Source: an optimization exercise on an open RTL-to-GDS flow (aim: small area, a short achievable clock period and few clock cycles). Production flows keep margins and buffers that such runs may drop. RTL that was checked went through simulation tests only; none was proved equivalent to the original. The RTL of run 4 was laid out without a check of its function. Power is estimated from default activity; no workload was simulated.

==> design/flow/design.v <==
module scc_core (
    input  wire        clk,
    input  wire        rst,
    input  wire        cmd_valid,
    output wire        cmd_ready,
    input  wire [63:0] cmd_word,
    output wire        rsp_valid,
    input  wire        rsp_ready,
    output wire [63:0] rsp_word,
    output wire        prim_valid,
    output wire [3:0]  prim_kind,
    output wire [15:0] prim_addr,
    output wire [31:0] prim_arg,
    input  wire        prim_ack,
    input  wire        prim_fail,
    input  wire [7:0]  prim_rdata,
    output wire [1:0]  st_pst,
    output wire        st_strm,
    output wire        st_inited,
    output wire [2:0]  st_gpio_lvl,
    output wire [2:0]  st_gpio_dir,
    output wire        st_clk_en,
    output wire [31:0] st_clk_hz,
    output wire [3:0]  st_rail_en
);
    localparam [31:0] MCLK_HZ = 32'd24000000;
    localparam [3:0] P_BUSWRITE  = 4'd0;
    localparam [3:0] P_BUSREAD   = 4'd1;
    localparam [3:0] P_GPIODIR   = 4'd2;
    localparam [3:0] P_GPIOWRITE = 4'd3;
    localparam [3:0] P_CLKFREQ   = 4'd4;
    localparam [3:0] P_CLKEN     = 4'd5;
    localparam [3:0] P_RAILEN    = 4'd6;
    localparam [3:0] P_SLEEP     = 4'd7;
    localparam [3:0] P_SCOPEACQ  = 4'd8;
    localparam [3:0] P_SCOPEREL  = 4'd9;
    localparam [3:0] C_INIT = 4'd0, C_STBYON = 4'd1, C_STBYOFF = 4'd2, C_PON = 4'd3,
                     C_POFF = 4'd4, C_SEL = 4'd5, C_STRM = 4'd6, C_EXP = 4'd7,
                     C_EXPG = 4'd8, C_GAIN = 4'd9;
    reg        idle_q;      
    reg        run_q;       
    reg        rsp_q;       
    reg        abt_q;       
    reg [4:0]  upc;         
    reg [3:0]  cls;         
    reg [15:0] t;           
    reg [8:0]  gt;          
    reg [7:0]  cr;          
    reg [3:0]  pk;          
    reg [15:0] pa;
    reg [31:0] pg;
    reg [7:0]  rs;          
    reg        rv;          
    reg        rshow;       
    reg        rpclk;       
    reg        inited;
    reg        strm;
    reg [1:0]  pst;
    reg        mode_valid;
    reg [1:0]  mode_idx;
    reg [15:0] exp_r;
    reg [8:0]  gain_r;
    reg [2:0]  gpio_lvl;
    reg [2:0]  gpio_dir;
    reg        clk_en;
    reg        clk_hz_on;   
    reg [3:0]  rail_en;
    function automatic ge16(input [15:0] x, input [15:0] c);
        integer i;
        reg r;
        begin
            r = 1'b1;
            for (i = 0; i < 16; i = i + 1)
                r = c[i] ? (x[i] & r) : (x[i] | r);
            ge16 = r;
        end
    endfunction
    function automatic [15:0] mode_field16(input [1:0] i, input [3:0] k);
        begin
            mode_field16 = 16'd0;
            case (k)
                4'd0: case (i) 2'd0: mode_field16 = 16'd2592; 2'd1: mode_field16 = 16'd1920;
                               default: mode_field16 = 16'd1280; endcase
                4'd1: case (i) 2'd0: mode_field16 = 16'd1944; 2'd1: mode_field16 = 16'd1080;
                               2'd2: mode_field16 = 16'd960; default: mode_field16 = 16'd720; endcase
                4'd2: mode_field16 = (i == 2'd1) ? 16'd336 : 16'd0;
                4'd3: mode_field16 = (i == 2'd1) ? 16'd432 : 16'd0;
                4'd4: case (i) 2'd0: mode_field16 = 16'd4000; 2'd1: mode_field16 = 16'd3560;
                               default: mode_field16 = 16'd3000; endcase
                4'd5: case (i) 2'd0: mode_field16 = 16'd4037; 2'd1: mode_field16 = 16'd2607;
                               2'd2: mode_field16 = 16'd2000; default: mode_field16 = 16'd1500; endcase
                4'd6: mode_field16 = 16'hF180;     
                4'd7: mode_field16 = 16'd0;
                4'd8: mode_field16 = i[1] ? 16'd2 : 16'd1;
                4'd9: mode_field16 = 16'd1;
                4'd10: case (i) 2'd0: mode_field16 = 16'd4033; 2'd1: mode_field16 = 16'd2603;
                                2'd2: mode_field16 = 16'd1996; default: mode_field16 = 16'd1496; endcase
                4'd11: mode_field16 = 16'd16;
                4'd12: mode_field16 = 16'd159;
                4'd13: mode_field16 = {14'd0, i};
                default: mode_field16 = 16'd0;
            endcase
        end
    endfunction
    function automatic [7:0] gcode_rom(input [7:0] g);
        begin
            case (g)
                8'd17: gcode_rom = 8'd8;
                8'd18: gcode_rom = 8'd10;
                8'd19: gcode_rom = 8'd12;
                8'd20: gcode_rom = 8'd12;
                8'd21: gcode_rom = 8'd14;
                8'd22: gcode_rom = 8'd24;
                8'd23: gcode_rom = 8'd27;
                8'd24: gcode_rom = 8'd33;
                8'd25: gcode_rom = 8'd38;
                8'd26: gcode_rom = 8'd42;
                8'd27: gcode_rom = 8'd46;
                8'd28: gcode_rom = 8'd49;
                8'd29: gcode_rom = 8'd49;
                8'd30: gcode_rom = 8'd52;
                8'd31: gcode_rom = 8'd54;
                8'd32: gcode_rom = 8'd56;
                8'd33: gcode_rom = 8'd61;
                8'd34: gcode_rom = 8'd66;
                8'd35: gcode_rom = 8'd66;
                8'd36: gcode_rom = 8'd70;
                8'd37: gcode_rom = 8'd74;
                8'd38: gcode_rom = 8'd74;
                8'd39: gcode_rom = 8'd76;
                8'd40: gcode_rom = 8'd76;
                8'd41: gcode_rom = 8'd80;
                8'd42: gcode_rom = 8'd83;
                8'd43: gcode_rom = 8'd83;
                8'd44: gcode_rom = 8'd86;
                8'd45: gcode_rom = 8'd89;
                8'd46: gcode_rom = 8'd89;
                8'd47: gcode_rom = 8'd94;
                8'd48: gcode_rom = 8'd94;
                8'd49: gcode_rom = 8'd97;
                8'd50: gcode_rom = 8'd100;
                8'd51: gcode_rom = 8'd100;
                8'd52: gcode_rom = 8'd106;
                8'd53: gcode_rom = 8'd106;
                8'd54: gcode_rom = 8'd106;
                8'd55: gcode_rom = 8'd109;
                8'd56: gcode_rom = 8'd109;
                8'd57: gcode_rom = 8'd109;
                8'd58: gcode_rom = 8'd115;
                8'd59: gcode_rom = 8'd115;
                8'd60: gcode_rom = 8'd115;
                8'd61: gcode_rom = 8'd115;
                8'd62: gcode_rom = 8'd118;
                8'd63: gcode_rom = 8'd118;
                8'd64: gcode_rom = 8'd118;
                8'd65: gcode_rom = 8'd124;
                8'd66: gcode_rom = 8'd124;
                8'd67: gcode_rom = 8'd124;
                8'd68: gcode_rom = 8'd130;
                8'd69: gcode_rom = 8'd130;
                8'd70: gcode_rom = 8'd130;
                8'd71: gcode_rom = 8'd136;
                8'd72: gcode_rom = 8'd136;
                8'd73: gcode_rom = 8'd136;
                8'd74: gcode_rom = 8'd142;
                8'd75: gcode_rom = 8'd142;
                8'd76: gcode_rom = 8'd142;
                8'd77: gcode_rom = 8'd147;
                8'd78: gcode_rom = 8'd147;
                8'd79: gcode_rom = 8'd147;
                8'd80: gcode_rom = 8'd147;
                8'd81: gcode_rom = 8'd149;
                8'd82: gcode_rom = 8'd149;
                8'd83: gcode_rom = 8'd149;
                8'd84: gcode_rom = 8'd154;
                8'd85: gcode_rom = 8'd154;
                8'd86: gcode_rom = 8'd154;
                8'd87: gcode_rom = 8'd154;
                8'd88: gcode_rom = 8'd160;
                8'd89: gcode_rom = 8'd160;
                8'd90: gcode_rom = 8'd160;
                8'd91: gcode_rom = 8'd160;
                8'd92: gcode_rom = 8'd160;
                8'd93: gcode_rom = 8'd162;
                8'd94: gcode_rom = 8'd162;
                8'd95: gcode_rom = 8'd162;
                8'd96: gcode_rom = 8'd162;
                8'd97: gcode_rom = 8'd162;
                8'd98: gcode_rom = 8'd168;
                8'd99: gcode_rom = 8'd168;
                8'd100: gcode_rom = 8'd168;
                8'd101: gcode_rom = 8'd168;
                8'd102: gcode_rom = 8'd168;
                8'd103: gcode_rom = 8'd172;
                8'd104: gcode_rom = 8'd172;
                8'd105: gcode_rom = 8'd172;
                8'd106: gcode_rom = 8'd172;
                8'd107: gcode_rom = 8'd178;
                8'd108: gcode_rom = 8'd178;
                8'd109: gcode_rom = 8'd178;
                8'd110: gcode_rom = 8'd178;
                8'd111: gcode_rom = 8'd178;
                8'd112: gcode_rom = 8'd180;
                8'd113: gcode_rom = 8'd180;
                8'd114: gcode_rom = 8'd180;
                8'd115: gcode_rom = 8'd180;
                8'd116: gcode_rom = 8'd180;
                8'd117: gcode_rom = 8'd180;
                8'd118: gcode_rom = 8'd184;
                8'd119: gcode_rom = 8'd184;
                8'd120: gcode_rom = 8'd184;
                8'd121: gcode_rom = 8'd184;
                8'd122: gcode_rom = 8'd188;
                8'd123: gcode_rom = 8'd188;
                8'd124: gcode_rom = 8'd188;
                8'd125: gcode_rom = 8'd188;
                8'd126: gcode_rom = 8'd188;
                8'd127: gcode_rom = 8'd193;
                8'd128: gcode_rom = 8'd193;
                8'd129: gcode_rom = 8'd193;
                8'd130: gcode_rom = 8'd193;
                8'd131: gcode_rom = 8'd193;
                8'd132: gcode_rom = 8'd195;
                8'd133: gcode_rom = 8'd195;
                8'd134: gcode_rom = 8'd195;
                8'd135: gcode_rom = 8'd195;
                8'd136: gcode_rom = 8'd195;
                8'd137: gcode_rom = 8'd199;
                8'd138: gcode_rom = 8'd199;
                8'd139: gcode_rom = 8'd199;
                8'd140: gcode_rom = 8'd199;
                8'd141: gcode_rom = 8'd228;
                8'd142: gcode_rom = 8'd228;
                8'd143: gcode_rom = 8'd228;
                8'd144: gcode_rom = 8'd228;
                8'd145: gcode_rom = 8'd228;
                8'd146: gcode_rom = 8'd228;
                8'd147: gcode_rom = 8'd228;
                8'd148: gcode_rom = 8'd228;
                8'd149: gcode_rom = 8'd228;
                8'd150: gcode_rom = 8'd228;
                8'd151: gcode_rom = 8'd229;
                8'd152: gcode_rom = 8'd229;
                8'd153: gcode_rom = 8'd229;
                8'd154: gcode_rom = 8'd229;
                8'd155: gcode_rom = 8'd229;
                8'd156: gcode_rom = 8'd229;
                8'd157: gcode_rom = 8'd229;
                8'd158: gcode_rom = 8'd229;
                8'd159: gcode_rom = 8'd229;
                8'd160: gcode_rom = 8'd229;
                8'd161: gcode_rom = 8'd234;
                8'd162: gcode_rom = 8'd234;
                8'd163: gcode_rom = 8'd234;
                8'd164: gcode_rom = 8'd234;
                8'd165: gcode_rom = 8'd234;
                8'd166: gcode_rom = 8'd234;
                8'd167: gcode_rom = 8'd234;
                8'd168: gcode_rom = 8'd234;
                8'd169: gcode_rom = 8'd234;
                default: gcode_rom = 8'h01;    
            endcase
        end
    endfunction
    function automatic [51:0] prim_at(input [3:0] c, input [4:0] k, input [1:0] pm,
                                      input [15:0] s, input [15:0] f, input [7:0] code);
        reg [3:0]  pk_;
        reg [15:0] pa_;
        reg [31:0] pg_;
        begin
            pk_ = P_SCOPEREL;
            pa_ = 16'd0;
            pg_ = 32'd0;
            case (c)
                C_INIT: begin
                    pk_ = P_BUSREAD;
                    pa_ = k[0] ? 16'h2001 : 16'h2000;
                end
                C_STBYON: case (k[1:0])
                    2'd0: pk_ = P_SCOPEACQ;
                    2'd1: begin pk_ = P_GPIOWRITE; pa_ = 16'd1; end
                    2'd2: pk_ = P_CLKEN;
                    default: pk_ = P_SCOPEREL;
                endcase
                C_STBYOFF: case (k[2:0])
                    3'd0: pk_ = P_SCOPEACQ;
                    3'd1: begin pk_ = P_CLKFREQ; pg_ = MCLK_HZ; end
                    3'd2: begin pk_ = P_CLKEN;   pg_ = 32'd1; end
                    3'd3: begin pk_ = P_SLEEP;   pg_ = 32'd20000; end
                    3'd4: pk_ = P_SCOPEREL;
                    default: begin pk_ = P_GPIOWRITE; pa_ = 16'd1; pg_ = 32'd1; end
                endcase
                C_PON: case (k)
                    5'd0:  pk_ = P_SCOPEACQ;
                    5'd1:  begin pk_ = P_GPIODIR;   pa_ = 16'd0; pg_ = 32'd1; end
                    5'd2:  begin pk_ = P_GPIODIR;   pa_ = 16'd1; pg_ = 32'd1; end
                    5'd3:  begin pk_ = P_GPIOWRITE; pa_ = 16'd0; end
                    5'd4:  begin pk_ = P_GPIOWRITE; pa_ = 16'd1; end
                    5'd5:  begin pk_ = P_SLEEP;     pg_ = 32'd1000; end
                    5'd6:  begin pk_ = P_CLKFREQ;   pg_ = MCLK_HZ; end
                    5'd7:  begin pk_ = P_CLKEN;     pg_ = 32'd1; end
                    5'd8:  begin pk_ = P_SLEEP;     pg_ = 32'd10000; end
                    5'd9:  begin pk_ = P_GPIOWRITE; pa_ = 16'd2; pg_ = 32'd1; end
                    5'd10: begin pk_ = P_RAILEN;    pa_ = 16'd0; pg_ = 32'd1; end
                    5'd11: begin pk_ = P_RAILEN;    pa_ = 16'd1; pg_ = 32'd1; end
                    5'd12: begin pk_ = P_RAILEN;    pa_ = 16'd2; pg_ = 32'd1; end
                    5'd13: begin pk_ = P_RAILEN;    pa_ = 16'd3; pg_ = 32'd1; end
                    5'd14: begin pk_ = P_SLEEP;     pg_ = 32'd10000; end
                    5'd15: begin pk_ = P_GPIOWRITE; pa_ = 16'd0; pg_ = 32'd1; end
                    5'd16: begin pk_ = P_GPIOWRITE; pa_ = 16'd1; pg_ = 32'd1; end
                    5'd17: begin pk_ = P_SLEEP;     pg_ = 32'd30000; end
                    default: pk_ = P_SCOPEREL;
                endcase
                C_POFF: case (k[3:0])
                    4'd0:  pk_ = P_SCOPEACQ;
                    4'd1:  pk_ = P_CLKEN;
                    4'd2:  begin pk_ = P_GPIOWRITE; pa_ = 16'd2; end
                    4'd3:  begin pk_ = P_RAILEN;    pa_ = 16'd3; end
                    4'd4:  begin pk_ = P_RAILEN;    pa_ = 16'd2; end
                    4'd5:  begin pk_ = P_RAILEN;    pa_ = 16'd1; end
                    4'd6:  begin pk_ = P_RAILEN;    pa_ = 16'd0; end
                    4'd7:  begin pk_ = P_SLEEP;     pg_ = 32'd10000; end
                    4'd8:  begin pk_ = P_GPIOWRITE; pa_ = 16'd0; end
                    4'd9:  begin pk_ = P_GPIOWRITE; pa_ = 16'd1; end
                    4'd10: begin pk_ = P_GPIODIR;   pa_ = 16'd0; end
                    4'd11: begin pk_ = P_GPIODIR;   pa_ = 16'd1; end
                    default: pk_ = P_SCOPEREL;
                endcase
                C_SEL, C_STRM: begin
                    pk_ = P_BUSWRITE;
                    case (k[1:0])
                        2'd0: begin pa_ = 16'h3000; pg_ = 32'h01; end
                        2'd1: begin pa_ = 16'h3100; pg_ = 32'h02; end
                        2'd2: begin
                            pa_ = 16'h3200;
                            case (pm)
                                2'd0: pg_ = 32'h0F;
                                2'd1: pg_ = 32'h07;
                                default: pg_ = 32'h03;
                            endcase
                        end
                        default: begin
                            if (pm[0]) begin pa_ = 16'h3201; pg_ = 32'h80; end
                            else       begin pa_ = 16'h3300; pg_ = 32'h55; end
                        end
                    endcase
                end
                default: begin   
                    pk_ = P_BUSWRITE;
                    if (c == C_GAIN || k[2]) begin
                        pa_ = 16'h1004; pg_ = {24'd0, code};
                    end else begin
                        case (k[1:0])
                            2'd0: begin pa_ = 16'h1000; pg_ = {24'd0, s[7:0]}; end
                            2'd1: begin pa_ = 16'h1001; pg_ = {24'd0, s[15:8]}; end
                            2'd2: begin pa_ = 16'h1002; pg_ = {24'd0, f[7:0]}; end
                            default: begin pa_ = 16'h1003; pg_ = {24'd0, f[15:8]}; end
                        endcase
                    end
                end
            endcase
            prim_at = {pk_, pa_, pg_};
        end
    endfunction
    wire [7:0]  op = cmd_word[63:56];
    wire [27:0] ca = cmd_word[55:28];
    wire [27:0] cb = cmd_word[27:0];
    wire [2:0]  tg = cb[2:0];
    wire op01 = (op == 8'h01), op02 = (op == 8'h02), op03 = (op == 8'h03), op04 = (op == 8'h04);
    wire op05 = (op == 8'h05), op06 = (op == 8'h06), op07 = (op == 8'h07), op08 = (op == 8'h08);
    wire op09 = (op == 8'h09), op0a = (op == 8'h0A);
    wire a_zero  = (ca == 28'd0);
    wire b_zero  = (cb == 28'd0);
    wire b_hi0_1 = (cb[27:1] == 27'd0);
    wire b_hi0_3 = (cb[27:3] == 25'd0);
    wire b_hi0_4 = (cb[27:4] == 24'd0);
    wire b_hi0_8 = (cb[27:8] == 20'd0);
    wire b_hi0_9 = (cb[27:9] == 19'd0);
    wire legal = ((op01 | op08 | op09) & a_zero & b_zero)
               | (op02 & a_zero & b_hi0_3 & (~tg[2] | (tg[1:0] == 2'd0)))
               | op03 | op07
               | (op04 & a_zero & b_hi0_1)
               | (op05 & b_zero)
               | (op06 & a_zero)
               | (op0a & a_zero & b_hi0_4 & ~(cb[3] & cb[2] & cb[1]));
    wire gated = op03 | op04 | op05 | op06 | op07;
    wire ok    = legal & (inited | ~gated);    
    wire pwr_legal = (tg == 3'd1) ? (pst == 2'd2) :
                     (tg == 3'd2) ? (pst == 2'd1) :
                     (tg == 3'd3) ? (pst == 2'd0) :
                     (tg == 3'd4) ? (pst != 2'd0) : 1'b0;
    wire a_2592 = (ca == 28'd2592);
    wire a_1920 = (ca == 28'd1920);
    wire a_1280 = (ca == 28'd1280);
    wire m0 = a_2592 & (cb == 28'd1944);
    wire m1 = a_1920 & (cb == 28'd1080);
    wire m2 = a_1280 & (cb == 28'd960);
    wire m3 = a_1280 & (cb == 28'd720);
    wire look_ok = m0 | m1 | m2 | m3;
    wire [1:0] look_idx = {m2 | m3, m1 | m3};
    wire [15:0] shutter = ca[19:4] | {16{~(ca[27:20] == 8'd0)}};
    wire b_lt16  = b_hi0_4;
    wire b_gt159 = ~b_hi0_8 | ge16({8'd0, cb[7:0]}, 16'd160);
    wire b_le169 = b_hi0_8 & ~ge16({8'd0, cb[7:0]}, 16'd170);
    wire [8:0] g_set  = b_lt16 ? 9'd16 : ~b_hi0_9 ? 9'd511 : cb[8:0];
    wire [8:0] g_setx = b_lt16 ? 9'd16 : b_gt159 ? 9'd159 : {1'b0, cb[7:0]};
    wire [8:0] g_in   = op07 ? g_setx : g_set;
    wire [7:0] code_in = gcode_rom(g_in[7:0]);
    wire str_on_run = cb[0] & ~strm & (pst == 2'd2) & mode_valid;
    wire go_run = ok & (op01 | (op02 & pwr_legal) | (op03 & look_ok) | (op04 & str_on_run)
                        | ((op05 | op07) & mode_valid) | (op06 & b_le169));
    reg [7:0] st_in;     
    always @(*) begin
        st_in = 8'h00;
        if (!legal) st_in = 8'hF0;
        else if (gated && !inited) st_in = 8'hE0;
        else if (op02 && !pwr_legal) st_in = 8'h21;
        else if (op03 && !look_ok) st_in = 8'h30;
        else if (op04 && cb[0] && !strm && pst != 2'd2) st_in = 8'h42;
        else if (op04 && cb[0] && !strm && !mode_valid) st_in = 8'h41;
        else if ((op05 || op07) && !mode_valid) st_in = 8'h51;
    end
    reg [3:0]  pk_in;
    reg [15:0] pa_in;
    reg [31:0] pg_in;
    reg [3:0]  cls_in;
    always @(*) begin
        pk_in  = P_BUSWRITE;
        pa_in  = 16'd0;
        pg_in  = 32'd0;
        cls_in = C_INIT;
        if (op01) begin
            pk_in = P_BUSREAD; pa_in = 16'h2000;
        end else if (op02) begin
            pk_in = P_SCOPEACQ; cls_in = {1'b0, tg};
        end else if (op03 | op04) begin
            pa_in = 16'h3000; pg_in = 32'h01; cls_in = op03 ? C_SEL : C_STRM;
        end else if (op06) begin
            pa_in = 16'h1004; pg_in = {24'd0, code_in}; cls_in = C_GAIN;
        end else begin
            pa_in = 16'h1000; pg_in = {24'd0, shutter[7:0]}; cls_in = op05 ? C_EXP : C_EXPG;
        end
    end
    wire [1:0]  pm = t[1:0];
    reg s_ge;    
    reg [15:0] vts_cur;
    always @(*) begin
        case (mode_idx)
            2'd0: begin s_ge = ge16(t, 16'd4034); vts_cur = 16'd4037; end
            2'd1: begin s_ge = ge16(t, 16'd2604); vts_cur = 16'd2607; end
            2'd2: begin s_ge = ge16(t, 16'd1997); vts_cur = 16'd2000; end
            default: begin s_ge = ge16(t, 16'd1497); vts_cur = 16'd1500; end
        endcase
    end
    reg [13:0] s_inc;    
    integer j;
    reg carry;
    always @(*) begin
        carry = 1'b1;
        for (j = 0; j < 14; j = j + 1) begin
            s_inc[j] = t[j + 2] ^ carry;
            carry    = carry & t[j + 2];
        end
    end
    wire [15:0] frame = s_ge ? {s_inc, t[1:0]} : vts_cur;
    wire [4:0] upc_n = {upc[4] ^ (&upc[3:0]), upc[3] ^ (&upc[2:0]), upc[2] ^ (&upc[1:0]),
                        upc[1] ^ upc[0], ~upc[0]};
    wire [51:0] nxt = prim_at(cls, upc_n, pm, t, frame, cr);
    reg last;
    always @(*) begin
        case (cls)
            C_INIT:    last = upc[0];
            C_STBYON:  last = (upc[1:0] == 2'd3);
            C_STBYOFF: last = (upc[2:0] == 3'd5);
            C_PON:     last = (upc == 5'd18);
            C_POFF:    last = (upc[3:0] == 4'd12);
            C_SEL, C_STRM: last = (pm[1] ? (pm[0] ? (upc[1:0] == 2'd1) : (upc[1:0] == 2'd2))
                                         : (upc[1:0] == 2'd3));
            C_EXP:     last = (upc[1:0] == 2'd3);
            C_EXPG:    last = upc[2];
            default:   last = 1'b1;    
        endcase
    end
    wire fallible = (pk != P_SLEEP) && (pk != P_SCOPEACQ) && (pk != P_SCOPEREL);
    wire is_pwr   = (cls == C_STBYON) || (cls == C_STBYOFF) || (cls == C_PON) || (cls == C_POFF);
    wire scope_held = is_pwr && !(cls == C_STBYOFF && upc[2:0] == 3'd5);
    reg [7:0] st_fail;
    always @(*) begin
        case (cls)
            C_INIT:  st_fail = 8'h11;
            C_SEL:   st_fail = 8'h31;
            C_STRM:  st_fail = 8'h40;
            C_EXP, C_EXPG, C_GAIN: st_fail = 8'h50;
            default: st_fail = 8'h20;
        endcase
    end
    wire id_ok = (prim_rdata == (upc[0] ? 8'h5A : 8'hA5));
    wire fail  = fallible & prim_fail;
    always @(posedge clk) begin
        if (idle_q) begin
            cls   <= cls_in;
            upc   <= 5'd0;
            pk    <= pk_in;
            pa    <= pa_in;
            pg    <= pg_in;
            gt    <= g_in;
            cr    <= code_in;
            rs    <= st_in;
            rv    <= legal & op0a & mode_valid;
            rshow <= legal & (op08 | op09 | (op0a & mode_valid));
            rpclk <= legal & op0a & mode_valid & (cb[3:0] == 4'd6);
            t     <= op08 ? exp_r :
                     op09 ? {7'd0, gain_r} :
                     op0a ? mode_field16(mode_idx, cb[3:0]) :
                     op03 ? {14'd0, look_idx} :
                     op04 ? {14'd0, mode_idx} : shutter;
        end else if (run_q && prim_ack) begin
            if (abt_q) ;
            else if (fail) begin
                rs <= st_fail;
                if (scope_held) begin
                    pk <= P_SCOPEREL;
                    pa <= 16'd0;
                    pg <= 32'd1;
                end
            end else if (cls == C_INIT && !id_ok) begin
                rs    <= 8'h10;
                rshow <= 1'b1;
                t     <= {8'd0, prim_rdata};
            end else if (last) begin
                upc <= 5'd0;
            end else begin
                upc <= upc_n;
                {pk, pa, pg} <= nxt;
            end
        end
        if (rst) begin
            idle_q     <= 1'b1;
            run_q      <= 1'b0;
            rsp_q      <= 1'b0;
            abt_q      <= 1'b0;
            inited     <= 1'b0;
            strm       <= 1'b0;
            pst        <= 2'd0;
            mode_valid <= 1'b0;
            mode_idx   <= 2'd0;
            exp_r      <= 16'd0;
            gain_r     <= 9'd0;
            gpio_lvl   <= 3'd0;
            gpio_dir   <= 3'd0;
            clk_en     <= 1'b0;
            clk_hz_on  <= 1'b0;
            rail_en    <= 4'd0;
        end else if (idle_q) begin
            if (cmd_valid) begin
                idle_q <= 1'b0;
                run_q  <= go_run;
                rsp_q  <= ~go_run;
                if (ok && op04 && !cb[0]) strm <= 1'b0;
                if (ok && op06 && !b_le169) gain_r <= g_set;
            end
        end else if (run_q) begin
            if (prim_ack) begin
                if (abt_q) begin
                    abt_q <= 1'b0;
                    run_q <= 1'b0;
                    rsp_q <= 1'b1;
                end else if (fail) begin
                    if (cls == C_INIT) inited <= 1'b0;
                    if (is_pwr) begin
                        pst  <= 2'd3;
                        strm <= 1'b0;
                    end
                    if (scope_held) abt_q <= 1'b1;
                    else begin
                        run_q <= 1'b0;
                        rsp_q <= 1'b1;
                    end
                end else begin
                    case (pk)
                        P_GPIODIR:   gpio_dir[pa[1:0]] <= pg[0];
                        P_GPIOWRITE: gpio_lvl[pa[1:0]] <= pg[0];
                        P_CLKFREQ:   clk_hz_on <= 1'b1;
                        P_CLKEN:     clk_en <= pg[0];
                        P_RAILEN:    rail_en[pa[1:0]] <= pg[0];
                        default: ;
                    endcase
                    if ((cls == C_EXP || cls == C_EXPG) && upc == 5'd3)
                        exp_r <= t;
                    if (cls == C_INIT && !id_ok) begin
                        inited <= 1'b0;
                        run_q  <= 1'b0;
                        rsp_q  <= 1'b1;
                    end else if (last) begin
                        run_q <= 1'b0;
                        rsp_q <= 1'b1;
                        case (cls)
                            C_INIT: begin
                                mode_valid <= 1'b0;
                                mode_idx   <= 2'd0;
                                exp_r      <= 16'd0;
                                gain_r     <= 9'd0;
                                strm       <= 1'b0;
                                inited     <= 1'b1;
                            end
                            C_STBYON: begin pst <= 2'd1; strm <= 1'b0; end
                            C_STBYOFF, C_PON: pst <= 2'd2;
                            C_POFF: begin pst <= 2'd0; strm <= 1'b0; end
                            C_SEL, C_STRM: begin
                                mode_idx   <= pm;
                                mode_valid <= 1'b1;
                                if (cls == C_STRM) strm <= 1'b1;
                            end
                            C_EXPG, C_GAIN: gain_r <= gt;
                            default: ;
                        endcase
                    end
                end
            end
        end else if (rsp_q) begin
            if (rsp_ready) begin
                rsp_q  <= 1'b0;
                idle_q <= 1'b1;
            end
        end
    end
    assign cmd_ready   = idle_q;
    assign rsp_valid   = rsp_q;
    assign rsp_word    = {rs, rv, 7'd0, 11'd0, upc,
                          3'd0, rpclk, 4'd0, rpclk, 2'd0, rpclk, 3'd0, rpclk,
                          t & {16{rshow}}};
    assign prim_valid  = run_q;
    assign prim_kind   = pk;
    assign prim_addr   = pa;
    assign prim_arg    = pg;
    assign st_pst      = pst;
    assign st_strm     = strm;
    assign st_inited   = inited;
    assign st_gpio_lvl = gpio_lvl;
    assign st_gpio_dir = gpio_dir;
    assign st_clk_en   = clk_en;
    assign st_clk_hz   = clk_hz_on ? MCLK_HZ : 32'd0;
    assign st_rail_en  = rail_en;
endmodule
==> design/flow/run.sh <==
#!/bin/bash
# synth_recipe.tcl (not shown) runs the flow's synth.tcl, then flattens the netlist and writes it again
# the make line also repeats each setting of config.mk as NAME=value (left out here)
make -C /OpenROAD-flow-scripts/flow DESIGN_CONFIG=/design/flow/config.mk WORK_HOME=/design/flow/orfs CLKGATE_MAP_FILE= SYNTH_SCRIPT=/design/flow/synth_recipe.tcl finish
==> design/flow/config.mk <==
export PLATFORM = sky130hd
export DESIGN_NAME = scc_core
export DESIGN_NICKNAME = scc_core
export VERILOG_FILES = /design/flow/design.v
export SDC_FILE = /design/flow/constraint.sdc
export NUM_CORES = 4
export LEC_CHECK = 0
export CAP_MARGIN = 20
export CORE_MARGIN = 2
export CORE_UTILIZATION = 40
export SETUP_SLACK_MARGIN = 5
export SLEW_MARGIN = 20
==> design/flow/constraint.sdc <==
create_clock -name core_clock -period 10.0 [get_ports {clk}]
set_input_delay 2.0000 -clock core_clock [delete_from_list [all_inputs] [get_ports {clk}]]
set_output_delay 2.0000 -clock core_clock [all_outputs]
set_load 0.01 [all_outputs]
==> metrics.md, run 1 <==
| Metric | Value |
|---|---|
| Status | timing/DRC/antenna clean |
| Asr flop ratio synth | 0% |
| Clk Latency, worst-skew pair | 0.43 ns |
| FF+latch area | approximately 0.0033 mm² |
| #FFs+latches synth | between 100 and 150 |
| Global-route wire length before repair | 68500 µm |
| Largest net degree at the start of global routing | 50 |
| Sw frac | between 20 and 30% |
| IO Pins | roughly 240 |
| Hpwl dp | 33600 µm |
| Seq/Total Area, Yosys | roughly 28% |
| Post-Synthesis Cell Area | around 0.011 mm² |
| Min-Delay Path Class | flip-flop to flip-flop |
| Leak | 5.31 nW |
| Count of cell types in the netlist | between 90 and 100 |
| Vias in the first global route | approximately 11000 |
| Crit path capture type | flip-flop |
| Largest area contributor in the netlist | edfxtp_1 |
| Clk slew on worst S/H paths | ~0.06 ns |
| Worst slew margin | about a quarter |
| Multi-input logic area | approximately 0.0077 mm² |
| Fin crit share | between 40% and 50% |
| Fmax | between 200 and 250 MHz |
| Worst-Margin Slew | 1.10 ns |
| Min Tclk post-route | a little under 5 ns |
| Post-synth EDFFs | 73 |
| Startpoint types | input port |
| Hold Startpoint | rail_en[3] |
| Core Area | roughly 0.028 mm² |
| H-tree lvl count | 4 |
| CTS tree | yes |
| Total power | around 0.0015 W |
| Post-layout util | about half |
| CTS Buf Count | 17 |
| Cells after Synth | approximately 1500 |
| Synth area leaders | edfxtp_1 19%, dfxtp_1 9.2%, buf_4 6.3% |
| Crit-path cells | dlygate4sd2_1, or4_4, nor2_4, nand3_4, o21a_4, inv_4, ha_4, buf_4, mux2i_1, nor4_1, o211ai_1, a31oi_1, o22ai_1 |
| Clock root buffer | clkbuf_16 |
| FP Rows | 62 |
| Setup Crit Path Kind | input port to flip-flop |
| Slowest stage cell, crit path | or4_4 |
| GRT Util Overall | around 29% |
| DRC Markers | 0 |
| DR pass1 iterations | 6 |
| Final worst clock skew | roughly 0.013 ns |
| Post-layout nets | about 1700 |
| Avg Cell Area, Syn | 7.87 µm² |
| Reg-to-reg endpoint | pg[5] |
| Die width | 173 µm |
| R2R Setup Slk | 5.55 ns |
| Max-slew violation count | 0 |
| Power per standard cell area | approximately 110 mW/mm² |
| Antenna-violating nets left | 0 |
| Internal Dissipation | around 0.0011 W |
| RSZ-0062 raised after global routing | yes |
| Share of power burned in registers | 39.6% |
| Critical Path Max Stage Delay | 0.69 ns |
| 1st-iter DRT viols | approximately 1300 |
| Combinational share of power | a little under a fifth |
| Congestion Overflow GR | 0 |
| Via count | 12200 |
| Layout cells sized above 1 | 12.5% |
| Routability congestion estimate | 0.972 |
| Layout area overhead | 25.8% |
| Yosys top cell area share | 19.1% |
| Hold path endpoint | rail_en[3] |
| R2R cell count | 9 |
| Switch Pwr | 0.000463 W |
| Worst endpoint data arrival time | 5.11 ns |
| Setup TNS | 0 ns |
| Filler instances | between 2000 and 3000 |
| RR Startpoint | upc[1] |
| Highest net fanout along the worst path | 14 |
| PortBufs | roughly 170 |
| Hold Path Cell Cnt | 2 |
| Final hold viol count | 0 |
| Clock share of power | between 40% and 50% |
| Hold_buf cts | 0 |
| Worst EP required | 10.14 ns |
| VDD IR max | roughly 0.11 mV |
| Initial antenna violation count | 1 |
| Finish-stage setup viols | 0 |
| Max clock buf depth | 2 |
| ANT cells | 0 |
| Ys flop type | edfxtp_1 |
| Drt wl/cell | between 20 and 25 µm |
| Vias per cell | a little over 6 |
| Initial core utilization | 40.4% |
| DIE AREA | ~0.030 mm² |
| Max_cap viols | 0 |
| WL final | 45400 µm |
| Die H | 173 µm |
| TritonCTS Sinks | around 130 |
| Yosys warns | 1 |
[metrics by stage]
stage	setup WS (ns)	instance area, µm²	hold slack (ns)	instances
finish	5.03	14400	0.470	1989
global route	4.94	14400	0.494	1989
CTS	4.93	14100	0.470	1972
detailed placement	3.55	13000	0.461	1916
global placement	3.58	13000	0.461	1916
floorplan	4.93	11800	0.449	1532
[worst max-delay path, delay by kind of cell]
kind / cells / cell delay (ns)
AND/OR/NAND/NOR: 4 / 1.44
adder cells (fa/ha/maj): 1 / 0.20
AO/OA/AOI/OAI: 4 / 0.64
multiplexers: 1 / 0.13
buffers and inverters: 3 / 0.69
[synth_stat cells, types with 6 or more instances]
library cell / count
a32oi_1: 6
or3_1: 6
clkbuf_1: 69
a221oi_1: 15
buf_4: 96
dfxtp_1: 53
o22ai_1: 18
nand3_1: 39
o32ai_1: 7
a22oi_1: 19
inv_1: 43
nor3b_1: 12
a21oi_1: 116
o211ai_1: 19
o31ai_1: 9
a211oi_1: 14
buf_1: 16
a21boi_0: 6
ha_1: 42
nand4_1: 17
nor2b_1: 27
nor3_1: 39
a2111oi_0: 6
a21o_1: 12
o221ai_1: 7
a311o_1: 6
nand2b_1: 35
and2_1: 20
buf_2: 6
a31oi_1: 24
mux2i_1: 40
xor2_1: 9
o21a_1: 11
edfxtp_1: 73
a311oi_1: 6
nor2_1: 151
mux2_2: 9
nand2_1: 122
o21ai_0: 78
and3_1: 11
nor4_1: 22
[metal layers]
| metal | global-route usage, % | wire length (µm) | share of wire (%) | vias to the layer above |
|---|---|---|---|---|
| li1 | - | - | - | 5539 |
| met1 | 38.7 | 18600 | 41 | 5797 |
| met2 | 46.3 | 20600 | 45 | 717 |
| met3 | 5.42 | 4050 | 8.9 | 116 |
| met4 | 13.5 | 2080 | 4.6 | 2 |
| met5 | 0 | 13 | 0.029 | - |
[final cells by class]
class                      count  area share (%)
timing repair inverter         1          0.0520
clock inverter                13            1.06
timing repair buffer         229            15.1
sequential                   126            22.5
tap                          384            3.33
clock buffer                  19            3.14
multi-input combinational   1169            53.4
inverter                      48            1.40
[placed cells by master, fill, tap and decap left out, types with 17 or more instances in the layout]
| cell | instances |
|---|---|
| nor2_1 | 147 |
| a31oi_1 | 24 |
| o21ai_0 | 72 |
| edfxtp_1 | 73 |
| conb_1 | 74 |
| and2_1 | 20 |
| buf_4 | 52 |
| ha_1 | 33 |
| inv_1 | 36 |
| nor2b_1 | 26 |
| nand2b_1 | 35 |
| clkdlybuf4s50_1 | 160 |
| o22ai_1 | 17 |
| nor4_1 | 18 |
| nand3_1 | 37 |
| nand2_1 | 120 |
| a21oi_1 | 110 |
| nor3_1 | 38 |
| nand4_1 | 17 |
| clkbuf_16 | 18 |
| o211ai_1 | 19 |
| mux2i_1 | 40 |
| dfxtp_1 | 52 |
| a22oi_1 | 19 |
[state kept, by name, indices dropped and copies added, names as in the netlist, 2 cells and up]
name and flops:
cr 8, pst 2, mode_idx 2, upc 5
cls 4, gpio_lvl 3, rs 6, gt 9
rail_en 4, t 16, pk 4, gpio_dir 3
exp_r 16, pg 16, gain_r 9, pa 7
[logic make-up (layout without fill, tap and decap cells)]
kind of cell / after synthesis / after routing / share of synthesized area (%)
other cells: 1 / 74 / 0.0326
flops: 126 / 126 / 28.3
buf+inv: 238 / 310 / 11.2
compound gates: 446 / 447 / 26.5
fa+ha+maj: 42 / 42 / 4.57
xor+xnor: 14 / 14 / 1.07
simple gates: 543 / 543 / 23.9
mux: 49 / 49 / 4.37
[worst max path at each step]
stage	start	to	slack [ns]
final	cmd_word[8]	pg[3]	5.03
after global routing	cmd_word[56]	pg[1]	4.94
after CTS	cmd_word[27]	pg[0]	4.93
after detailed placement	cmd_word[8]	pg[1]	3.55
after global placement	cmd_word[8]	pg[1]	3.58
after floorplan	cmd_word[22]	pg[0]	4.93
[power by group through the flow]
stage / sequential (W) / combinational (W) / clock (W)
final: 0.000613 / 0.000281 / 0.000654
after global routing: 0.000616 / 0.000302 / 0.000676
after CTS: 0.000612 / 0.000274 / 0.000658
after detailed placement: 0.000624 / 0.000271 / 0
after global placement: 0.000624 / 0.000272 / 0
after floorplan: 0.000608 / 0.000172 / 0
[what timing repair did]
action,4_1_cts,5_1_grt
gates cloned,2,1
buffers inserted,22,16
pin swaps,15,26
setup endpoints to repair,29,27
resized for setup,63,60
Testbench counts, summed over its fixed seeds: cycles 21,737.
==> run 2: changes to the inputs <==
==> design/flow/flow/run.sh (new file) <==
#!/bin/bash
set -euo pipefail
export SETUP_SLACK_MARGIN=7
bash standard.sh > flow_make.log 2>&1
==> design/flow/standard.sh (new file) <==
#!/bin/bash
# synth_recipe.tcl (not shown) runs the flow's synth.tcl, then flattens the netlist and writes it again
# the make line also repeats each setting of config.mk as NAME=value (left out here)
make -C /OpenROAD-flow-scripts/flow DESIGN_CONFIG=/design/flow/config.mk WORK_HOME=/design/flow/orfs CLKGATE_MAP_FILE= SYNTH_SCRIPT=/design/flow/synth_recipe.tcl "${@:-finish}"
--- a/design/flow/config.mk
+++ b/design/flow/config.mk
@@ -8,5 +8,4 @@
 export CAP_MARGIN = 20
 export CORE_MARGIN = 2
 export CORE_UTILIZATION = 40
-export SETUP_SLACK_MARGIN = 5
 export SLEW_MARGIN = 20
removed: design/flow/run.sh
==> run 2 against run 1 <==
Largest power group unchanged. Global-route usage grew 5.1 points. Sequential share of layout area shrank 4.4 points. Design area grew 26%. Largest cell class unchanged. Register-to-register slack gained 0.60 ns. Combinational power grew 44%. Synthesized cell count is the same. Critical path type unchanged. Count of clock-buffer cells in the layout grew 4. Critical path depth grew 1.
==> metrics.md, run 2 <==
| Metric | Value |
|---|---|
| Clock root buffer | clkbuf_16 |
| Congestion Overflow GR | 0 (unchanged) |
| Ys flop type | edfxtp_1 |
| Min-Delay Path Class | flip-flop to flip-flop |
| Setup TNS | 0 ns (unchanged) |
| R2R cell count | 15 (+6) |
| DRC Markers | 0 (unchanged) |
| Filler instances | 2405 (-13%) |
| Sw frac | 31.8% (+1.9 points) |
| DIE AREA | 0.0301 mm² (unchanged) |
| Internal Dissipation | 0.00110 W (+1.0%) |
| Worst endpoint data arrival time | 4.99 ns (-0.12 ns) |
| Yosys warns | 1 (unchanged) |
| RR Startpoint | t[2] |
| TritonCTS Sinks | 126 (unchanged) |
| VDD IR max | 0.108 mV (-2.6%) |
| Layout area overhead | 58.9% |
| Worst-Margin Slew | 1.00 ns (-0.0971 ns) |
| IO Pins | 244 (unchanged) |
| Largest regs | exp_r: 16 flops, pg: 16 flops, t: 16 flops |
| Yosys top cell area share | 19.1% (unchanged) |
| Power per standard cell area | 88.0 mW/mm² (-18%) |
| Switch Pwr | 0.000510 W (+10%) |
| Clk Latency, worst-skew pair | 0.44 ns (about the same) |
| Hpwl dp | 34500 µm (+2.7%) |
| Initial core utilization | 40.4% (unchanged) |
| Vias in the first global route | 12600 (+10%) |
| Hold Path Cell Cnt | 2 (unchanged) |
| Commonest non-fill, non-tap cell in the layout | buf_4 |
| Worst EP required | 10.18 ns (+0.04 ns) |
| DR pass1 iterations | 7 (+1) |
| CTS tree | yes |
| H-tree lvl count | 4 (unchanged) |
| Drt wl/cell | 24.6 µm (+7.9%) |
| Clock share of power | 37.5% (-4.7 points) |
| Largest net degree at the start of global routing | 45 (-10%) |
| Cell with the most instances after synthesis | nor2_1 |
| Combinational share of power | 25.2% (+7.0 points) |
| Max-slew violation count | 0 (unchanged) |
| RSZ-0062 raised after global routing | yes |
| R2R Setup Slk | 6.15 ns (+0.60 ns) |
| Initial antenna violation count | 0 (-1) |
| Largest area contributor in the netlist | edfxtp_1 |
| Share of power burned in registers | 37.3% (-2.3 points) |
| Via count | 13900 (+14%) |
| #FFs+latches synth | 126 (unchanged) |
| Highest net fanout along the worst path | 7 (-7) |
| Routability congestion estimate | 0.950 (-2.3%) |
| Core Area | 0.0285 mm² (unchanged) |
| Die H | 173 µm (unchanged) |
| Crit path capture type | flip-flop |
| Fin crit share | 48.0% (-1.6 points) |
| Synth cell count leaders | 151 x nor2_1, 122 x nand2_1, 116 x a21oi_1 |
| Min Tclk post-route | 4.80 ns (-0.161 ns) |
| Max clock buf depth | 2 (unchanged) |
| Setup Crit Path Kind | input port to flip-flop |
| CTS Buf Count | 17 (unchanged) |
| Startpoint types | input port |
| Cells after Synth | 1459 (unchanged) |
| Layout cells sized above 1 | 42.3% (+30 points) |
| Fmax | 208 MHz (+3.4%) |
| Post-layout nets | 1939 (+13%) |
| Synth area leaders | edfxtp_1 19%, dfxtp_1 9.2%, buf_4 6.3% |
| Antenna-violating nets left | 0 (unchanged) |
| ANT cells | 0 (unchanged) |
| Post-Place Worst Slack | 3.57 ns (+0.0185 ns) |
| Worst slew margin | 33.2% (+6.7 points) |
| Final hold viol count | 0 (unchanged) |
| Seq/Total Area, Yosys | 28.3% (unchanged) |
| Die width | 173 µm (unchanged) |
| GRT Util Overall | 34.3% (+5.1 points) |
| Post-synth EDFFs | 73 (unchanged) |
| Clk slew on worst S/H paths | 0.06 ns (about the same) |
| PortBufs | 169 (unchanged) |
| Finish-stage setup viols | 0 (unchanged) |
| Hold path endpoint | rail_en[3] |
| Avg Cell Area, Syn | 7.87 µm² (unchanged) |
| Reg-to-reg endpoint | pg[6] |
| Post-Synthesis Cell Area | 0.0115 mm² (unchanged) |
| Hold_buf cts | 0 (unchanged) |
| Global-route wire length before repair | 79600 µm (+16%) |
| Count of cell types in the netlist | 97 (unchanged) |
| Hold Startpoint | rail_en[3] |
| Leading cell types in the layout, fill and taps excluded | 171 x buf_4, 116 x buf_6, 112 x nor2_1 |
| FP Rows | 62 (unchanged) |
| Final worst clock skew | 0.0163 ns (+0.00314 ns) |
| WL final | 54500 µm (+20%) |
| 1st-iter DRT viols | 1956 (+46%) |
| Vias per cell | 6.28 (+2.6%) |
| Leak | 7.25 nW (+36%) |
| Max_cap viols | 0 (unchanged) |
| Setup slack after layout | 5.20 ns (+0.161 ns) |
| Asr flop ratio synth | 0% (unchanged) |
| Status | timing/DRC/antenna clean |
[run 2: cell types whose count changed in the layout (fill, tap and decap cells not counted), sizes merged, moves of 2 or more]
cell,previous run,this run
clkinvlp,4,2
clkbuf,19,32
o21ai,84,86
bufbuf,0,6
dlygate4sd2,4,15
buf,60,386
clkdlybuf4s50,160,26
bufinv,2,0
clkdlybuf4s15,1,6
inv,49,47
nand2,123,126
[run 2: power groups by stage]
| stage | logic (W) | registers, W | clock network (W) |
|---|---|---|---|
| after floorplan | 0.000184 | 0.000609 | 0 |
| after global placement | 0.000280 | 0.000624 | 0 |
| after detailed placement | 0.000282 | 0.000624 | 0 |
| after CTS | 0.000364 | 0.000598 | 0.000601 |
| after global routing | 0.000424 | 0.000601 | 0.000622 |
| final | 0.000404 | 0.000599 | 0.000603 |
[run 2: per-layer routing]
layer  wire [µm]  up-vias  track usage, %
li1            -     6005               -
met1       21200     6702            45.5
met2       24900      995            54.4
met3        5620      207            7.06
met4        2770        0            14.3
met5           0        -               0
[run 2: per-stage QoR]
step | instances | cell area, µm² | power, W | hold slack [ns] | util, %
floorplan | 1532 | 12400 | 0.000794 | 0.449 | -
global placement | 1909 | 13400 | 0.000904 | 0.449 | 47.1
detailed placement | 1909 | 13400 | 0.000906 | 0.475 | 47.1
CTS | 2145 | 16900 | 0.00156 | 0.482 | 59.3
global route | 2216 | 18300 | 0.00165 | 0.503 | 64.1
finish | 2216 | 18300 | 0.00161 | 0.479 | 64.1
[run 2: kinds of logic after synthesis]
logic type | share of synthesized area (%)
other cells | 0.0326
flops | 28.3
fa+ha+maj | 4.57
compound gates | 26.5
buf+inv | 11.2
xor+xnor | 1.07
simple gates | 23.9
mux | 4.37
[run 2: cell type report]
cell class	count	area [µm²]	share of cell area, %
flip-flops and latches	126	3310	18.1
clock buffers	23	489	2.68
inverters	48	262	1.43
repair buffers	452	4330	23.7
clock inverters	9	57.6	0.315
well taps	384	480	2.63
multi-input cells	1174	9330	51.1
[run 2: how the worst max path moves through the flow]
stage / depth (start not counted) / from / slack (ns) / end
final: 14 / cmd_word[24] / 5.20 / pg[6]
after global routing: 14 / cmd_word[24] / 5.16 / pg[6]
after CTS: 11 / cmd_word[27] / 5.29 / pg[1]
after detailed placement: 10 / cmd_word[8] / 3.57 / pg[1]
after global placement: 10 / cmd_word[8] / 3.58 / pg[1]
after floorplan: 12 / cmd_word[27] / 5.01 / pg[4]
[run 2: what timing repair did]
action                                  in CTS  in global routing
endpoints found under the setup margin     267                219
setup buffers                              189                 69
resized for setup                          814                240
pin swaps                                  116                116
gates cloned                                15                  2
[run 2: critical path, stage by stage]
cell and delay, ns:
buf_6 0.09, or4_4 0.55, or4_4 0.58, a211oi_4 0.23, buf_12 0.16, buf_6 0.10
ha_4 0.18, buf_6 0.13, clkinv_8 0.06, nor4_4 0.23, nor3_2 0.09, o21ai_2 0.19
nand3_1 0.14, a22o_1 0.25
==> run 3: changes to the inputs <==
==> design/flow/flow/run.sh (replaced) <==
#!/bin/bash
set -euo pipefail
export SETUP_SLACK_MARGIN=7
export BUFFER_PORTS_ARGS="-buffer_cell sky130_fd_sc_hd__buf_2"
bash standard.sh > flow_make.log 2>&1
==> run 3 against run 2 <==
Flip-flop and latch count unchanged. Sequential share of layout area up 1.8 points. Power down 2.1%. Register-to-register slack improved by 0.14 ns. Worst hold slack got worse by 0.025 ns. Setup slack improved by 0.070 ns. Sequential power decreased by 1%. Critical path depth shrank 2. Critical endpoint is now pg[0]. Largest power group unchanged. Highest routed layer unchanged.
==> metrics.md, run 3 <==
| Metric | Value |
|---|---|
| VDD IR max | 0.120 mV (+12%) |
| Setup TNS | 0 ns (unchanged) |
| Cell area after layout | 0.0165 mm² (-9.4%) |
| Crit path from | cmd_word[6] |
| Worst slew margin | 30.1% (-3.1 points) |
| Min-Delay Path Class | flip-flop to flip-flop |
| Initial antenna violation count | 0 (unchanged) |
| Max_cap viols | 0 (unchanged) |
| Post-Synthesis Cell Area | 0.0115 mm² (unchanged) |
| FP Rows | 62 (unchanged) |
| Dpl cells | 1907 (-0.10%) |
| DR pass1 iterations | 6 (-1) |
| Worst EP required | 10.18 ns (about the same) |
| Min Tclk post-route | 4.73 ns (-0.0699 ns) |
| Largest regs | exp_r: 16 flops, pg: 16 flops, t: 16 flops |
| Yosys top cell area share | 19.1% (unchanged) |
| WL final | 51500 µm (-5.6%) |
| Top delay family on crit path | compound AO/OA/AOI/OAI gates |
| Fmax | 211 MHz (+1.5%) |
| Layout area overhead | 43.9% |
| Commonest non-fill, non-tap cell in the layout | buf_4 |
| Max-slew violation count | 0 (unchanged) |
| Leak | 6.53 nW (-10%) |
| Ys flop type | edfxtp_1 |
| Congestion Overflow GR | 0 (unchanged) |
| Via count | 13300 (-4.3%) |
| Met3 Usage GRT | 5.15% (-1.9 points) |
| Max clock buf depth | 2 (unchanged) |
| Count of cell types in the netlist | 97 (unchanged) |
| GRT Util Overall | 31.8% (-2.5 points) |
| Die width | 173 µm (unchanged) |
| Post-Place Worst Slack | 4.16 ns (+0.587 ns) |
| Routability congestion estimate | 0.943 (-0.74%) |
| CTS tree | yes |
| Setup slack after layout | 5.27 ns (+0.0699 ns) |
| Initial core utilization | 40.4% (unchanged) |
| Worst-Margin Slew | 1.05 ns (+0.0465 ns) |
| Worst endpoint data arrival time | 4.91 ns (-0.08 ns) |
| Crit path capture type | flip-flop |
| DIE AREA | 0.0301 mm² (unchanged) |
| Antenna-violating nets left | 0 (unchanged) |
| Layout cells sized above 1 | 39.8% (-2.5 points) |
| Largest area contributor in the netlist | edfxtp_1 |
| 1st-iter DRT viols | 1548 (-21%) |
| Leading cell types in the layout, fill and taps excluded | 154 x buf_4, 151 x buf_2, 115 x nor2_1 |
| Post-synth EDFFs | 73 (unchanged) |
| Synth cell count leaders | 151 x nor2_1, 122 x nand2_1, 116 x a21oi_1 |
| Slowest stage cell, crit path | o211ai_1 |
| Clk slew on worst S/H paths | 0.06 ns (about the same) |
| Startpoint types | input port |
| Synth area leaders | edfxtp_1 19%, dfxtp_1 9.2%, buf_4 6.3% |
| Critical Path Max Stage Delay | 0.47 ns (-0.11 ns) |
| CP Depth | 12 (-2) |
| Post-layout nets | 1862 (-4.0%) |
| PortBufs | 169 (unchanged) |
| Global-route wire length before repair | 74300 µm (-6.7%) |
| Asr flop ratio synth | 0% (unchanged) |
| Avg Cell Area, Syn | 7.87 µm² (unchanged) |
| Highest net fanout along the worst path | 10 (+3) |
| Final worst clock skew | 0.0182 ns (+0.00186 ns) |
| RSZ-0062 raised after global routing | yes |
| CP endpoint | pg[0] |
| Hpwl dp | 33600 µm (-2.6%) |
| Finish-stage setup viols | 0 (unchanged) |
| Cell Count, Final, Fillers Out | 2139 (-3.5%) |
| CTS Buf Count | 17 (unchanged) |
| ANT cells | 0 (unchanged) |
| Largest net degree at the start of global routing | 45 (unchanged) |
| #FFs+latches synth | 126 (unchanged) |
| Clock root buffer | clkbuf_16 |
| Dpl cell area | 0.0125 mm² (-6.4%) |
| RR Startpoint | t[3] |
| Met2 usage | 50.9% (-3.5 points) |
| Die H | 173 µm (unchanged) |
| Vias per cell | 6.22 (-0.87%) |
| CP bufs+invs | 2 (-3) |
| Fin crit share | 47.3% (-0.70 points) |
| Cell with the most instances after synthesis | nor2_1 |
| Setup Crit Path Kind | input port to flip-flop |
| Post-layout util | 58.1% (-6.0 points) |
| Reg-to-reg endpoint | pg[6] |
| Core Area | 0.0285 mm² (unchanged) |
| Final hold viol count | 0 (unchanged) |
| Drt wl/cell | 24.1 µm (-2.2%) |
| Seq/Total Area, Yosys | 28.3% (unchanged) |
| Crit-path cells | buf_2, o21a_2, o211ai_1, nand3_4, o21a_4, buf_4, ha_4, a2111oi_4, a2111oi_4, o31ai_4, a311oi_2, a21o_1 |
| GR peak layer | met2 |
| Yosys warns | 1 (unchanged) |
| Met1 track demand over resource | 42.3% (-3.2 points) |
| Crit-path most repeated cell | a2111oi_4 |
| R2R cell count | 15 (unchanged) |
| R2R Setup Slk | 6.29 ns (+0.14 ns) |
| IO Pins | 244 (unchanged) |
| Clk Latency, worst-skew pair | 0.44 ns (about the same) |
| TritonCTS Sinks | 126 (unchanged) |
| Cells after Synth | 1459 (unchanged) |
| Vias in the first global route | 12000 (-5.2%) |
| Power per standard cell area | 95.1 mW/mm² (+8.1%) |
| Status | timing/DRC/antenna clean |
| DRC Markers | 0 (unchanged) |
| H-tree lvl count | 4 (unchanged) |
-- run 3: per-stage QoR --
| stage | power (W) | hold slack (ns) |
|---|---|---|
| after floorplan | 0.000794 | 0.449 |
| after global placement | 0.000868 | 0.444 |
| after CTS | 0.00153 | 0.455 |
| final | 0.00157 | 0.454 |
| after global routing | 0.00161 | 0.502 |
| after detailed placement | 0.000868 | 0.446 |
-- run 3: cell type report --
| class | count | area (µm²) |
|---|---|---|
| clock buffers | 18 | 450 |
| clock inverters | 14 | 134 |
| fillers | 2462 | 11900 |
| inverters | 48 | 243 |
| multi-input cells | 1172 | 9030 |
| flip-flops and latches | 126 | 3290 |
| well taps | 384 | 480 |
| repair buffers | 375 | 2890 |
| repair inverters | 2 | 20.0 |
-- run 3: cells by family (layout without fill, tap and decap cells) --
family,count (synthesis),in the layout,synth area share (%)
AOI/OAI and AO/OA,446,448,26.5
other,1,74,0.0326
buffers and inverters,238,457,11.2
and+or+nand+nor,543,545,23.9
muxes,49,49,4.37
adders and majority gates,42,42,4.57
DFF,126,126,28.3
xor gates and xnor gates,14,14,1.07
-- run 3: tightest hold or removal path: stages, from the launching register on --
cell and delay (ns):
dfxtp_1 0.31, nand2_1 0.05, a21oi_1 0.05
-- run 3: metal layers --
layer	wire, µm	share of wire [%]	vias to the layer above
li1	-	-	5858
met1	20900	41	6418
met2	23600	46	860
met3	4590	8.9	173
met4	2420	4.7	0
met5	0	0	-
-- run 3: power breakdown --
group	leakage, nW	internal, W	switching (W)	total, W
Clock	0.287	0.000345	0.000283	0.000628
Combinational	5.10	0.000136	0.000218	0.000354
Sequential	1.14	0.000573	0.0000174	0.000591
Total	6.53	0.00105	0.000519	0.00157
-- run 3: how the worst min path moves through the flow --
| stage | cells past startpoint | slack, ns | end | start |
|---|---|---|---|---|
| 2_1_floorplan | 2 | 0.45 | gain_r[4] | gain_r[4] |
| 3_3_place_gp | 2 | 0.44 | rail_en[3] | rail_en[3] |
| 3_5_place_dp | 2 | 0.45 | rail_en[3] | rail_en[3] |
| 4_1_cts | 2 | 0.46 | rail_en[3] | rail_en[3] |
| 5_1_grt | 2 | 0.50 | rail_en[3] | rail_en[3] |
| 6_report | 2 | 0.45 | rail_en[3] | rail_en[3] |
-- run 3: timing repair --
item	CTS	global route
buffers inserted	105	85
resized for setup	240	153
cloned	8	2
setup endpoints to repair	221	211
pin swaps	57	70
hold buffers	0	0
==> run 4: changes to the inputs <==
--- a/design/flow/design.v
+++ b/design/flow/design.v
@@ -53,6 +53,7 @@
     reg        rv;          
     reg        rshow;       
     reg        rpclk;       
+    reg        gpend;       
     reg        inited;
     reg        strm;
     reg [1:0]  pst;
@@ -405,7 +406,7 @@
     wire [8:0] g_set  = b_lt16 ? 9'd16 : ~b_hi0_9 ? 9'd511 : cb[8:0];
     wire [8:0] g_setx = b_lt16 ? 9'd16 : b_gt159 ? 9'd159 : {1'b0, cb[7:0]};
     wire [8:0] g_in   = op07 ? g_setx : g_set;
-    wire [7:0] code_in = gcode_rom(g_in[7:0]);
+    wire [7:0] code_in = (op07 & b_gt159) ? 8'd229 : gcode_rom(cb[7:0]);
     wire str_on_run = cb[0] & ~strm & (pst == 2'd2) & mode_valid;
     wire go_run = ok & (op01 | (op02 & pwr_legal) | (op03 & look_ok) | (op04 & str_on_run)
                         | ((op05 | op07) & mode_valid) | (op06 & b_le169));
@@ -509,6 +510,7 @@
             rv    <= legal & op0a & mode_valid;
             rshow <= legal & (op08 | op09 | (op0a & mode_valid));
             rpclk <= legal & op0a & mode_valid & (cb[3:0] == 4'd6);
+            gpend <= ok & op06 & ~b_le169;
             t     <= op08 ? exp_r :
                      op09 ? {7'd0, gain_r} :
                      op0a ? mode_field16(mode_idx, cb[3:0]) :
@@ -557,7 +559,6 @@
                 run_q  <= go_run;
                 rsp_q  <= ~go_run;
                 if (ok && op04 && !cb[0]) strm <= 1'b0;
-                if (ok && op06 && !b_le169) gain_r <= g_set;
             end
         end else if (run_q) begin
             if (prim_ack) begin
@@ -618,6 +619,7 @@
                 end
             end
         end else if (rsp_q) begin
+            if (gpend) gain_r <= gt;
             if (rsp_ready) begin
                 rsp_q  <= 1'b0;
                 idle_q <= 1'b1;
==> design/flow/run.sh (new file) <==
#!/bin/bash
# synth_recipe.tcl (not shown) runs the flow's synth.tcl, then flattens the netlist and writes it again
# the make line also repeats each setting of config.mk as NAME=value (left out here)
make -C /OpenROAD-flow-scripts/flow DESIGN_CONFIG=/design/flow/config.mk WORK_HOME=/design/flow/orfs CLKGATE_MAP_FILE= SYNTH_SCRIPT=/design/flow/synth_recipe.tcl finish
--- a/design/flow/config.mk
+++ b/design/flow/config.mk
@@ -8,4 +8,5 @@
 export CAP_MARGIN = 20
 export CORE_MARGIN = 2
 export CORE_UTILIZATION = 40
+export SETUP_SLACK_MARGIN = 5
 export SLEW_MARGIN = 20
removed: design/flow/flow/run.sh
removed: design/flow/standard.sh
==> run 4 against run 3 <==
Still clean. Routed wire length is 25% lower. Synthesized area is 4.0% lower. Maximum frequency is 1.6% lower. Worst hold slack better by 0.038 ns. Non-clock buffer count is 184 lower. Sequential share of layout area is 5.1 points higher. Critical endpoint is now pg[3]. Largest cell class unchanged.
==> metrics.md, run 4 <==
| Metric | Value |
|---|---|
| Status | timing/DRC/antenna clean |
| Yosys warns | 1 (unchanged) |
| Finish-stage setup viols | 0 (unchanged) |
| Leak | 4.57 nW (-30%) |
| PortBufs | 169 (unchanged) |
| Cell with the most instances after synthesis | nor2_1 |
| Avg Cell Area, Syn | 7.94 µm² (+0.83%) |
| Post-Synthesis Cell Area | 0.0110 mm² (-4.0%) |
| Reg-to-reg endpoint | exp_r[11] |
| Largest net degree at the start of global routing | 70 (+56%) |
| R2R Setup Slk | 6.22 ns (-0.07 ns) |
| IO Pins | 244 (unchanged) |
| RSZ-0062 raised after global routing | no |
| Commonest non-fill, non-tap cell in the layout | clkdlybuf4s50_1 |
| Antenna-violating nets left | 0 (unchanged) |
| Via count | 11200 (-16%) |
| Clock root buffer | clkbuf_16 |
| Initial core utilization | 40.8% (+0.45 points) |
| Crit path from | cmd_word[2] |
| Vias per cell | 6.10 (-1.9%) |
| Worst EP required | 10.17 ns (about the same) |
| Leading cell types in the layout, fill and taps excluded | 167 x clkdlybuf4s50_1, 133 x nor2_1, 128 x nand2_1 |
| ANT cells | 0 (unchanged) |
| Worst-Margin Slew | 0.973 ns (-0.0756 ns) |
| Crit path capture type | flip-flop |
| DRC Markers | 0 (unchanged) |
| Fin crit share | 48.1% (+0.78 points) |
| Power per standard cell area | 120 mW/mm² (+26%) |
| WL final | 38700 µm (-25%) |
| Seq/Total Area, Yosys | 29.8% (+1.5 points) |
| CTS tree | yes |
| Hold Path Cell Cnt | 2 (unchanged) |
| Drt wl/cell | 21.1 µm (-12%) |
| Cell Count, Final, Fillers Out | 1838 (-14%) |
| 1st-iter DRT viols | 1198 (-23%) |
| Ys flop type | edfxtp_1 |
| Final hold viol count | 0 (unchanged) |
| Min Tclk post-route | 4.81 ns (+0.0776 ns) |
| Post-synth EDFFs | 74 (+1.4%) |
| Crit-path most repeated cell | a211o_1 |
| Max clock buf depth | 2 (unchanged) |
| Critical Path Max Stage Delay | 0.45 ns (-0.02 ns) |
| Worst slew margin | 34.5% (+4.4 points) |
| Initial antenna violation count | 0 (unchanged) |
| Layout cells sized above 1 | 6.75% (-33 points) |
| Count of cell types in the netlist | 96 (-1.0%) |
| CP Depth | 11 (-1) |
| Startpoint types | input port |
| DIE AREA | 0.0289 mm² (-3.9%) |
| #FFs+latches synth | 127 (+0.79%) |
| Global-route wire length before repair | 57600 µm (-22%) |
| Fmax | 208 MHz (-1.6%) |
| FP Rows | 60 (-3.2%) |
| Clk slew on worst S/H paths | 0.06 ns (about the same) |
| Worst endpoint data arrival time | 4.98 ns (+0.07 ns) |
| Highest net fanout along the worst path | 49 (+39) |
| DR pass1 iterations | 6 (unchanged) |
| Top delay family on crit path | buffers and inverters |
| Dpl cells | 1800 (-5.6%) |
| Die H | 170 µm (-2.0%) |
| Final worst clock skew | 0.0103 ns (-0.00789 ns) |
| VDD IR max | 0.115 mV (-4.2%) |
| Max_cap viols | 0 (unchanged) |
| Setup Crit Path Kind | input port to flip-flop |
| Largest regs | exp_r: 16 flops, pg: 16 flops, t: 16 flops |
| Slowest stage cell, crit path | clkdlybuf4s50_1 |
| GRT Util Overall | 25.7% (-6.1 points) |
| Min-Delay Path Class | flip-flop to flip-flop |
| R2R cell count | 10 (-5) |
| Hold_buf cts | 0 (unchanged) |
| Crit-path cells | clkdlybuf4s50_1, buf_4, clkinvlp_4, buf_12, ha_1, nand2_1, a21oi_1, a211o_1, a31oi_1, o41ai_1, a211o_1 |
| RR Startpoint | upc[0] |
| CP endpoint | pg[3] |
| Congestion Overflow GR | 0 (unchanged) |
| Synth cell count leaders | 134 x nor2_1, 128 x nand2_1, 114 x a21oi_1 |
| Die width | 170 µm (-2.0%) |
| Filler instances | 2612 (+6.1%) |
| Largest area contributor in the netlist | edfxtp_1 |
| Max-slew violation count | 0 (unchanged) |
| Asr flop ratio synth | 0% (unchanged) |
| Hpwl dp | 28500 µm (-15%) |
| Post-layout util | 48.6% (-9.5 points) |
| Cells after Synth | 1389 (-4.8%) |
| Layout area overhead | 19.1% |
| Clk Latency, worst-skew pair | 0.43 ns (about the same) |
| Vias in the first global route | 9897 (-17%) |
| H-tree lvl count | 4 (unchanged) |
| CTS Buf Count | 17 (unchanged) |
| TritonCTS Sinks | 127 (+0.79%) |
| Post-layout nets | 1604 (-14%) |
| Total power | 0.00157 W (about the same) |
| Yosys top cell area share | 20.1% (+1.1 points) |
| CP bufs+invs | 4 (+2) |
| Routability congestion estimate | 0.928 (-1.5%) |
| Setup TNS | 0 ns (unchanged) |
| Core Area | 0.0270 mm² (-5.1%) |
| Synth area leaders | edfxtp_1 20%, dfxtp_1 9.6%, buf_4 6.5% |
==> run 4: cell count changes after synthesis, sizes merged, moves of 10 or more <==
cell	before	now
nor2	152	135
a31oi	24	42
inv	46	30
mux2i	40	22
o22ai	18	7
nand2b	35	25
==> run 4: area by class of cell <==
cell class	instances	area (µm²)	share of cell area (%)
clock inverter	13	164	1.25
multi-input combinational	1117	6830	52.0
clock buffer	19	433	3.30
sequential	127	3280	25.0
tap	341	427	3.25
inverter	30	120	0.915
timing repair buffer	191	1870	14.2
==> run 4: layer usage <==
layer,vias up,wire (µm),GRT usage [%]
met5,-,0,0
met4,0,1010,8.18
met3,65,3080,4.47
met2,592,17900,40.7
met1,5335,16700,35.6
li1,5226,-,-
==> run 4: cell families after synthesis <==
group                      synth area share, %
adders and majority gates                 4.86
other                                   0.0340
buffers and inverters                     10.9
DFF                                       29.8
muxes                                     2.41
AOI/OAI and AO/OA                         26.2
xor gates and xnor gates                 0.556
and+or+nand+nor                           25.2
==> run 4: power breakdown <==
part | total, W | leakage [nW] | switching (W) | internal, W
clock network | 0.000638 | 0.278 | 0.000245 | 0.000392
logic | 0.000313 | 3.15 | 0.000181 | 0.000132
registers | 0.000623 | 1.14 | 0.0000359 | 0.000587
total | 0.00157 | 4.57 | 0.000462 | 0.00111
==> run 4: repair_timing <==
item | CTS | global route
endpoints found under the setup margin | 12 | 6
buffers inserted | 2 | 4
resized for setup | 6 | 3
==> run 4: worst min path at each step <==
| stage | from | to | slack, ns |
|---|---|---|---|
| after floorplan | exp_r[0] | exp_r[0] | 0.46 |
| after global placement | rail_en[3] | rail_en[3] | 0.47 |
| after detailed placement | exp_r[0] | exp_r[0] | 0.48 |
| after CTS | exp_r[0] | exp_r[0] | 0.50 |
| after global routing | gain_r[5] | gain_r[5] | 0.52 |
| final | gt[2] | gain_r[2] | 0.49 |
==> run 4: through the flow <==
step	cell area, µm²	worst slack, ns	hold slack [ns]
after floorplan	11300	5.32	0.460
after global placement	12400	4.25	0.473
after detailed placement	12400	4.17	0.483
after CTS	13100	5.09	0.496
after global routing	13100	5.03	0.524
final	13100	5.19	0.492
==> run 4: tightest hold or removal path, cell delays in order, from the launching register on <==
cell and delay [ns]:
edfxtp_1 0.32, nand2_1 0.04, a31oi_1 0.11

## separate check: timing with driven ports
Ports are ideal in the flow. The routed layouts listed here were re-timed in OpenROAD.
Step 1: set_driving_cell puts a clkbuf_16 on clk and a buf_2 on each other input, an assumption about the parent block.
Step 2 moves the port delays by t, midway between the first and last clock arrival at a register: inputs arrive t later, outputs are due t later. That takes back most of the time a late clock gives input paths.
Three values: ideal, step 1, step 2; two values: the first two.
run	shift t [ns]	setup slack, ns	slew at the worst register clock pin (ns)	worst data-port slew with drivers (ns)
run 1	0.473	5.034 / 5.061 / 4.588	0.07 / 0.07	0.04
run 2	0.482	5.195 / 5.212 / 4.730	0.07 / 0.07	0.06
run 3	0.480	5.265 / 5.288 / 4.808	0.08 / 0.08	0.06
run 4	0.472	5.188 / 5.215 / 4.743	0.06 / 0.06	0.05
After both steps setup and hold are still met in every run listed. The setup slack of run 2, which loses most, moves by +0.017 ns with the drivers and by -0.465 ns with both steps.
